From an optimization exercise on the open Yosys and OpenROAD flow, aimed at small area, a short achievable clock period and few clock cycles; shortcuts taken in it are not production practice.
RTL that was checked went through simulation tests only; none was proved equivalent to the original.

==> 07-24: inputs <==
Design hpng_core, start of the top module:
module hpng_core (
    input  wire         clk,
    input  wire         rst,
    input  wire         h_req,
    input  wire         h_we,
    input  wire         h_size,
    input  wire [31:0]  h_addr,
    input  wire [31:0]  h_wdata,
    output reg  [31:0]  h_rdata,
    output reg          h_err,
    output wire         irq,
    output reg          cph_req,
    output reg          cph_dec,
    output wire [127:0] cph_key,
    output reg  [127:0] cph_blk,
    input  wire         cph_ack,
    input  wire [127:0] cph_rdata,
    output reg          rng_req,
    output wire [31:0]  rng_bound,
    input  wire         rng_ack,
    input  wire [31:0]  rng_val
);
Settings: LEC_CHECK=0, CAP_MARGIN=20, CORE_MARGIN=2, CORE_UTILIZATION=25, PLACE_DENSITY=0.45, SLEW_MARGIN=20; clock period 10.0 ns.
run.sh (not shown) runs the stock make flow with config.mk's settings and CLKGATE_MAP_FILE= SYNTH_SCRIPT=/design/flow/synth_recipe.tcl, a recipe that flattens the netlist after the stock synthesis.
==> 02-12: changes against 07-24 <==
--- a/flow/design.v
+++ b/flow/design.v
@@ -32,11 +32,12 @@
     localparam [2:0] S_IDLE = 3'd0,
                      S_EXEC = 3'd1,    
                      S_BLK  = 3'd2,    
                      S_ENC  = 3'd3,    
                      S_EMB  = 3'd4,    
-                     S_DEC  = 3'd5;    
+                     S_DEC  = 3'd5,    
+                     S_COPY = 3'd6;    
     reg [31:0] msg_len, ct_len, car_len, offset;
     reg [31:0] cmd;
     reg        busy, done, off_valid, len_valid, busywr, done_ie;
     reg [3:0]  errcode;
     reg [3:0]  keymask;
@@ -86,38 +87,24 @@
             8'h58: reg_rdata = blkout2;
             8'h5C: reg_rdata = blkout3;
             default: reg_rdata = 32'd0;
         endcase
     end
-    wire [7:0] win_idx  = h_addr[7:0];
-    wire [7:0] win_widx = {h_addr[7:2], 2'b00};
-    reg [31:0] win_rdata;
-    always @(*) begin
-        win_rdata = 32'd0;
-        if (in_msg) begin
-            if (h_size) win_rdata = msg_buf[8*win_widx[4:0] +: 32];
-            else        win_rdata = {24'd0, msg_buf[8*win_idx[4:0] +: 8]};
-        end else if (in_ct) begin
-            if (h_size) win_rdata = ct_buf[8*win_widx[4:0] +: 32];
-            else        win_rdata = {24'd0, ct_buf[8*win_idx[4:0] +: 8]};
-        end else begin
-            if (h_size) win_rdata = car_buf[8*win_widx +: 32];
-            else        win_rdata = {24'd0, car_buf[8*win_idx +: 8]};
-        end
-    end
+    wire [31:0] msg_word = msg_buf[32*h_addr[4:2] +: 32];
+    wire [31:0] ct_word  = ct_buf[32*h_addr[4:2] +: 32];
+    wire [31:0] car_word = car_buf[32*h_addr[7:2] +: 32];
+    wire [31:0] win_word = in_msg ? msg_word : in_ct ? ct_word : car_word;
+    wire [7:0]  win_byte = win_word[8*h_addr[1:0] +: 8];
+    wire [31:0] win_rdata = h_size ? win_word : {24'd0, win_byte};
     always @(posedge clk) begin
-        if (rst) begin
-            h_rdata <= 32'd0;
-            h_err   <= 1'b0;
-        end else if (h_req) begin
+        if (h_req) begin
             h_err   <= bus_err;
             h_rdata <= in_reg ? reg_rdata : win_rdata;
         end
     end
     reg [2:0]   state;
     reg [5:0]   c_r;       
-    reg [7:0]   o_r;       
     reg         bi;        
     reg         last_bi;   
     reg         pass_a;    
     reg [3:0]   code;      
     wire [3:0] op = cmd[3:0];
@@ -177,11 +164,11 @@
             assign car_lsb[gi] = car_buf[8*gi];
             assign ct_rev[gi]  = ct_buf[255 - gi];
         end
     endgenerate
     wire         emb_mode = (state == S_EMB) || (state == S_EXEC && op == OP_EMBED);
-    wire [7:0]   sh       = (state == S_EMB) ? o_r : offset[7:0];
+    wire [7:0]   sh       = offset[7:0];
     wire [255:0] sh_in    = emb_mode ? ct_rev : car_lsb;
     wire [255:0] sh_out   = sh_in >> sh;
     wire [255:0] y        = sh_out;
     wire [255:0] emb_bits;
     generate
@@ -205,10 +192,16 @@
         up_ok = (cl != 6'd0) && (up_last >= 8'd1) && (up_last <= 8'd16) &&
                 (up_last <= {2'd0, cl});
         for (t = 0; t < 32; t = t + 1)
             if (t >= up_m && t < cl && ct_buf[8*t +: 8] != up_last) up_ok = 1'b0;
     end
+    reg        up_ok_r;
+    reg [5:0]  up_m_r;
+    always @(posedge clk) begin
+        up_ok_r <= up_ok;
+        up_m_r  <= up_m;
+    end
     wire [7:0] ind = cph_rdata[127:120];
     reg        q_ok;
     always @(*) begin
         q_ok = (ind >= 8'd1) && (ind <= 8'd16);
         for (t = 0; t < 16; t = t + 1)
@@ -218,14 +211,13 @@
     wire is_reveal = (op == OP_REVEAL);
     wire ack_enc   = (state == S_ENC) && cph_ack;
     wire ack_dec   = (state == S_DEC) && cph_ack;
     wire dec_ok    = ack_dec && (!pass_a || q_ok);
     wire exec_ok   = (state == S_EXEC) && (code == E_OK);
-    wire do_pad    = exec_ok && op == OP_PAD;
-    wire do_unpad  = exec_ok && op == OP_UNPAD && up_ok;
-    wire do_ext    = (exec_ok && op == OP_EXTRACT) ||
-                     (ack_dec && pass_a && q_ok && is_reveal);
+    wire do_unpad  = exec_ok && op == OP_UNPAD && up_ok_r;
+    wire do_copy   = (state == S_COPY) ||
+                     (ack_dec && is_reveal && (!pass_a || q_ok));
     wire do_emb    = (exec_ok && op == OP_EMBED) || (state == S_EMB && !rng_req);
     always @(posedge clk) begin
         if (rst) begin
             msg_len   <= 32'd0;
             ct_len    <= 32'd0;
@@ -244,11 +236,10 @@
             blkin0 <= 32'd0; blkin1 <= 32'd0; blkin2 <= 32'd0; blkin3 <= 32'd0;
             blkout0 <= 32'd0; blkout1 <= 32'd0; blkout2 <= 32'd0; blkout3 <= 32'd0;
             state     <= S_IDLE;
             cph_req   <= 1'b0;
             cph_dec   <= 1'b0;
-            cph_blk   <= 128'd0;
             rng_req   <= 1'b0;
         end else begin
             if (wr_drop)
                 busywr <= 1'b1;
             if (wr_do && in_reg) begin
@@ -279,30 +270,41 @@
                 done    <= 1'b0;
                 errcode <= 4'd0;
                 code    <= chk_code;
                 c_r     <= (c_op == OP_PAD || c_op == OP_ENC || c_op == OP_HIDE) ?
                            hide_c : ct_len[5:0];
-                o_r     <= 8'd0;
                 bi      <= 1'b0;
-                last_bi <= msg_len[4];
+                last_bi <= (c_op == OP_PAD || c_op == OP_ENC || c_op == OP_HIDE) ?
+                           msg_len[4] : (ct_len[5:0] > 6'd16);
                 pass_a  <= 1'b1;
                 state   <= S_EXEC;
                 if (chk_ok) begin
                     case (c_op)
                         OP_ENCB, OP_DECB: begin
                             cph_req <= 1'b1;
                             cph_dec <= (c_op == OP_DECB);
                             cph_blk <= {blkin3, blkin2, blkin1, blkin0};
                             state   <= S_BLK;
                         end
+                        OP_PAD: begin
+                            cph_blk <= pmsg[127:0];
+                            state   <= S_COPY;
+                        end
+                        OP_EXTRACT: begin
+                            cph_blk <= y[127:0];
+                            state   <= S_COPY;
+                        end
                         OP_ENC, OP_HIDE: begin
                             cph_req <= 1'b1;
                             cph_dec <= 1'b0;
                             cph_blk <= pmsg[127:0];
                             state   <= S_ENC;
-                            if (c_op == OP_HIDE && hide_b != 9'd0)
-                                rng_req <= 1'b1;
+                            if (c_op == OP_HIDE) begin
+                                offset <= 32'd0;
+                                if (hide_b != 9'd0)
+                                    rng_req <= 1'b1;
+                            end
                         end
                         OP_DEC: begin
                             cph_req <= 1'b1;
                             cph_dec <= 1'b1;
                             cph_blk <= ct_len[5] ? ct_buf[255:128] : ct_buf[127:0];
@@ -320,32 +322,39 @@
                     endcase
                 end
             end
             if (rng_req && rng_ack) begin
                 rng_req <= 1'b0;
-                o_r     <= rng_val[7:0];
+                offset  <= rng_val;
             end
             case (state)
                 S_IDLE: ;
                 S_EXEC: begin
                     if (code == E_OK) begin
-                        case (op)
-                            OP_PAD: begin
-                                ct_len    <= {26'd0, c_r};
-                                len_valid <= 1'b1;
-                            end
-                            OP_UNPAD: begin
-                                if (up_ok) msg_len <= {26'd0, up_m};
-                            end
-                            default: ;
-                        endcase
+                        if (op == OP_UNPAD && up_ok_r)
+                            msg_len <= {26'd0, up_m_r};
                     end
-                    errcode <= (code == E_OK && op == OP_UNPAD && !up_ok) ? E_PADDING : code;
+                    errcode <= (code == E_OK && op == OP_UNPAD && !up_ok_r) ? E_PADDING : code;
                     busy    <= 1'b0;
                     done    <= 1'b1;
                     state   <= S_IDLE;
                 end
+                S_COPY: begin
+                    if (bi != last_bi) begin
+                        bi      <= 1'b1;
+                        cph_blk <= (op == OP_PAD) ? pmsg[255:128] : y[255:128];
+                    end else begin
+                        if (op == OP_PAD) begin
+                            ct_len    <= {26'd0, c_r};
+                            len_valid <= 1'b1;
+                        end
+                        errcode <= code;
+                        busy    <= 1'b0;
+                        done    <= 1'b1;
+                        state   <= S_IDLE;
+                    end
+                end
                 S_BLK: begin
                     if (cph_ack) begin
                         cph_req <= 1'b0;
                         {blkout3, blkout2, blkout1, blkout0} <= cph_rdata;
                         errcode <= code;
@@ -374,20 +383,21 @@
                         end
                     end
                 end
                 S_EMB: begin
                     if (!rng_req) begin
-                        offset    <= {24'd0, o_r};
                         off_valid <= 1'b1;
                         errcode   <= code;
                         busy      <= 1'b0;
                         done      <= 1'b1;
                         state     <= S_IDLE;
                     end
                 end
                 S_DEC: begin
                     if (cph_ack) begin
+                        if (bi)
+                            cph_blk <= is_reveal ? y[127:0] : ct_buf[127:0];
                         if (pass_a && !q_ok) begin
                             cph_req <= 1'b0;
                             errcode <= E_PADDING;
                             busy    <= 1'b0;
                             done    <= 1'b1;
@@ -396,11 +406,10 @@
                             if (pass_a)
                                 msg_len <= {26'd0, c_r - {1'b0, ind[4:0]}};
                             pass_a <= 1'b0;
                             if (bi) begin
                                 bi      <= 1'b0;
-                                cph_blk <= is_reveal ? y[127:0] : ct_buf[127:0];
                             end else begin
                                 cph_req <= 1'b0;
                                 errcode <= code;
                                 busy    <= 1'b0;
                                 done    <= 1'b1;
@@ -411,36 +420,34 @@
                 end
                 default: state <= S_IDLE;
             endcase
         end
     end
-    wire host_buf_wr = wr_do && in_win && !rst;
+    wire host_buf_wr = wr_do && in_win;
     integer b;
     always @(posedge clk) begin
         for (b = 0; b < BUF_CAP; b = b + 1) begin
             if (host_buf_wr && in_msg &&
                 (h_size ? ((b >> 2) == h_addr[4:2]) : (b == h_addr[4:0])))
                 msg_buf[8*b +: 8] <= h_size ? h_wdata[8*(b % 4) +: 8] : h_wdata[7:0];
-            else if (!rst && do_unpad && b < up_m)
+            else if (do_unpad && b < up_m_r)
                 msg_buf[8*b +: 8] <= ct_buf[8*b +: 8];
-            else if (!rst && dec_ok && (b >> 4) == bi &&
+            else if (dec_ok && (b >> 4) == bi &&
                      (!pass_a || (b % 16) < q_keep))
                 msg_buf[8*b +: 8] <= cph_rdata[8*(b % 16) +: 8];
             if (host_buf_wr && in_ct &&
                 (h_size ? ((b >> 2) == h_addr[4:2]) : (b == h_addr[4:0])))
                 ct_buf[8*b +: 8] <= h_size ? h_wdata[8*(b % 4) +: 8] : h_wdata[7:0];
-            else if (!rst && do_pad && b < c_r)
-                ct_buf[8*b +: 8] <= pmsg[8*b +: 8];
-            else if (!rst && ack_enc && (b >> 4) == bi)
+            else if (ack_enc && (b >> 4) == bi)
                 ct_buf[8*b +: 8] <= cph_rdata[8*(b % 16) +: 8];
-            else if (!rst && do_ext && b < c_r)
-                ct_buf[8*b +: 8] <= y[8*b +: 8];
+            else if (do_copy && (b >> 4) == bi && b < c_r)
+                ct_buf[8*b +: 8] <= cph_blk[8*(b % 16) +: 8];
         end
         for (b = 0; b < CAR_CAP; b = b + 1) begin
             if (host_buf_wr && in_car &&
                 (h_size ? ((b >> 2) == h_addr[7:2]) : (b == h_addr[7:0])))
                 car_buf[8*b +: 8] <= h_size ? h_wdata[8*(b % 4) +: 8] : h_wdata[7:0];
-            else if (!rst && do_emb && emb_mask[b])
+            else if (do_emb && emb_mask[b])
                 car_buf[8*b] <= emb_bits[b];
         end
     end
 endmodule
- CORE_UTILIZATION: 25 -> 33
- PLACE_DENSITY: 0.45 -> 0.5
- SETUP_SLACK_MARGIN: unset -> 4
==> run notes <==
| quantity | 02-12 | 07-24 |
|---|---|---|
| Setup Fix Bufs, Post-CTS | 92 | 0 |
| Synth cell types | 113 | 122 |
| Share of the synthesized netlist area taken by xor and xnor gates | 0.0175 | 0.00951 |
| Post-synth top area share | 0.395 | 0.376 |
| Sequential area share after synthesis | 0.450 | 0.446 |
| Adder-cell area share of the yosys netlist | 0.00337 | 0.00316 |
| Post-detailed-placement cell area | 0.233 mm² | 0.242 mm² |
| HPWL after detailed placement | 1700000 µm | 1970000 µm |
| Number of rows created at floorplan | 291 | 333 |
| Average instance area after synthesis | 10.6 µm² | 10.3 µm² |
| Routability-driven placement congestion ratio | 1.24 | 1.19 |
| Gate count of the mapped netlist | 19600 | 20000 |
| Horiz. Die Dim | 798 µm | 912 µm |
| Result of the run | did not finish | failed layout checks |
| Stage where the flow stopped | global routing | - |
| Violated checks | - | antenna rules, capacitance limit, slew limit |
| Portion of netlist area occupied by mux cells | 0.201 | 0.185 |
| Total standard cell area after synthesis | 0.208 mm² | 0.206 mm² |
| Resize count post-CTS | 414 | 0 |
| Worst setup slack before clock tree synthesis | 1.59 ns | 1.23 ns |
| TritonCTS sink count | 3305 | 3306 |
| Vertical extent of the die | 798 µm | 912 µm |
| Starting density of the core | 0.331 | 0.251 |
| Total of buffers placed on input and output ports | 532 | 508 |
| Number of placed instances, taps included | 28300 | 32000 |
| Register bit total from synthesis | 3305 | 3306 |
| Fraction of the mapped netlist area in simple logic gates | 0.111 | 0.125 |
| Number of enable flip-flop cells after synthesis | 2734 | 2581 |
Testbench counts of 07-24, summed over its fixed seeds: cycles 1,821.
For 02-12, only the layout was checked, not whether the RTL still works.

re-timing with driven ports:
The results above use ideal ports. As a check the final layout listed here was re-extracted and re-timed, cells and wires unchanged. Step 1: set_driving_cell puts a clkbuf_16 on clk and a buf_2 on each other input, an assumption about the parent block. Step 2, shift: input delay + t, output delay - t, t = (earliest + latest rising clock arrival at the registers) / 2. This alone moves slack from input paths to output paths. Slacks: ideal ports / drivers / drivers and shift; pairs: ideal ports / drivers.
run: 07-24
shift t [ns]: 1.325
setup WS [ns]: 0.635 / 0.635 / 0.481
latest minus earliest clock arrival (ns): 0.267 / 0.267
The setup slack of 07-24 moves by 0.000 ns with the drivers and by -0.154 ns with both steps.
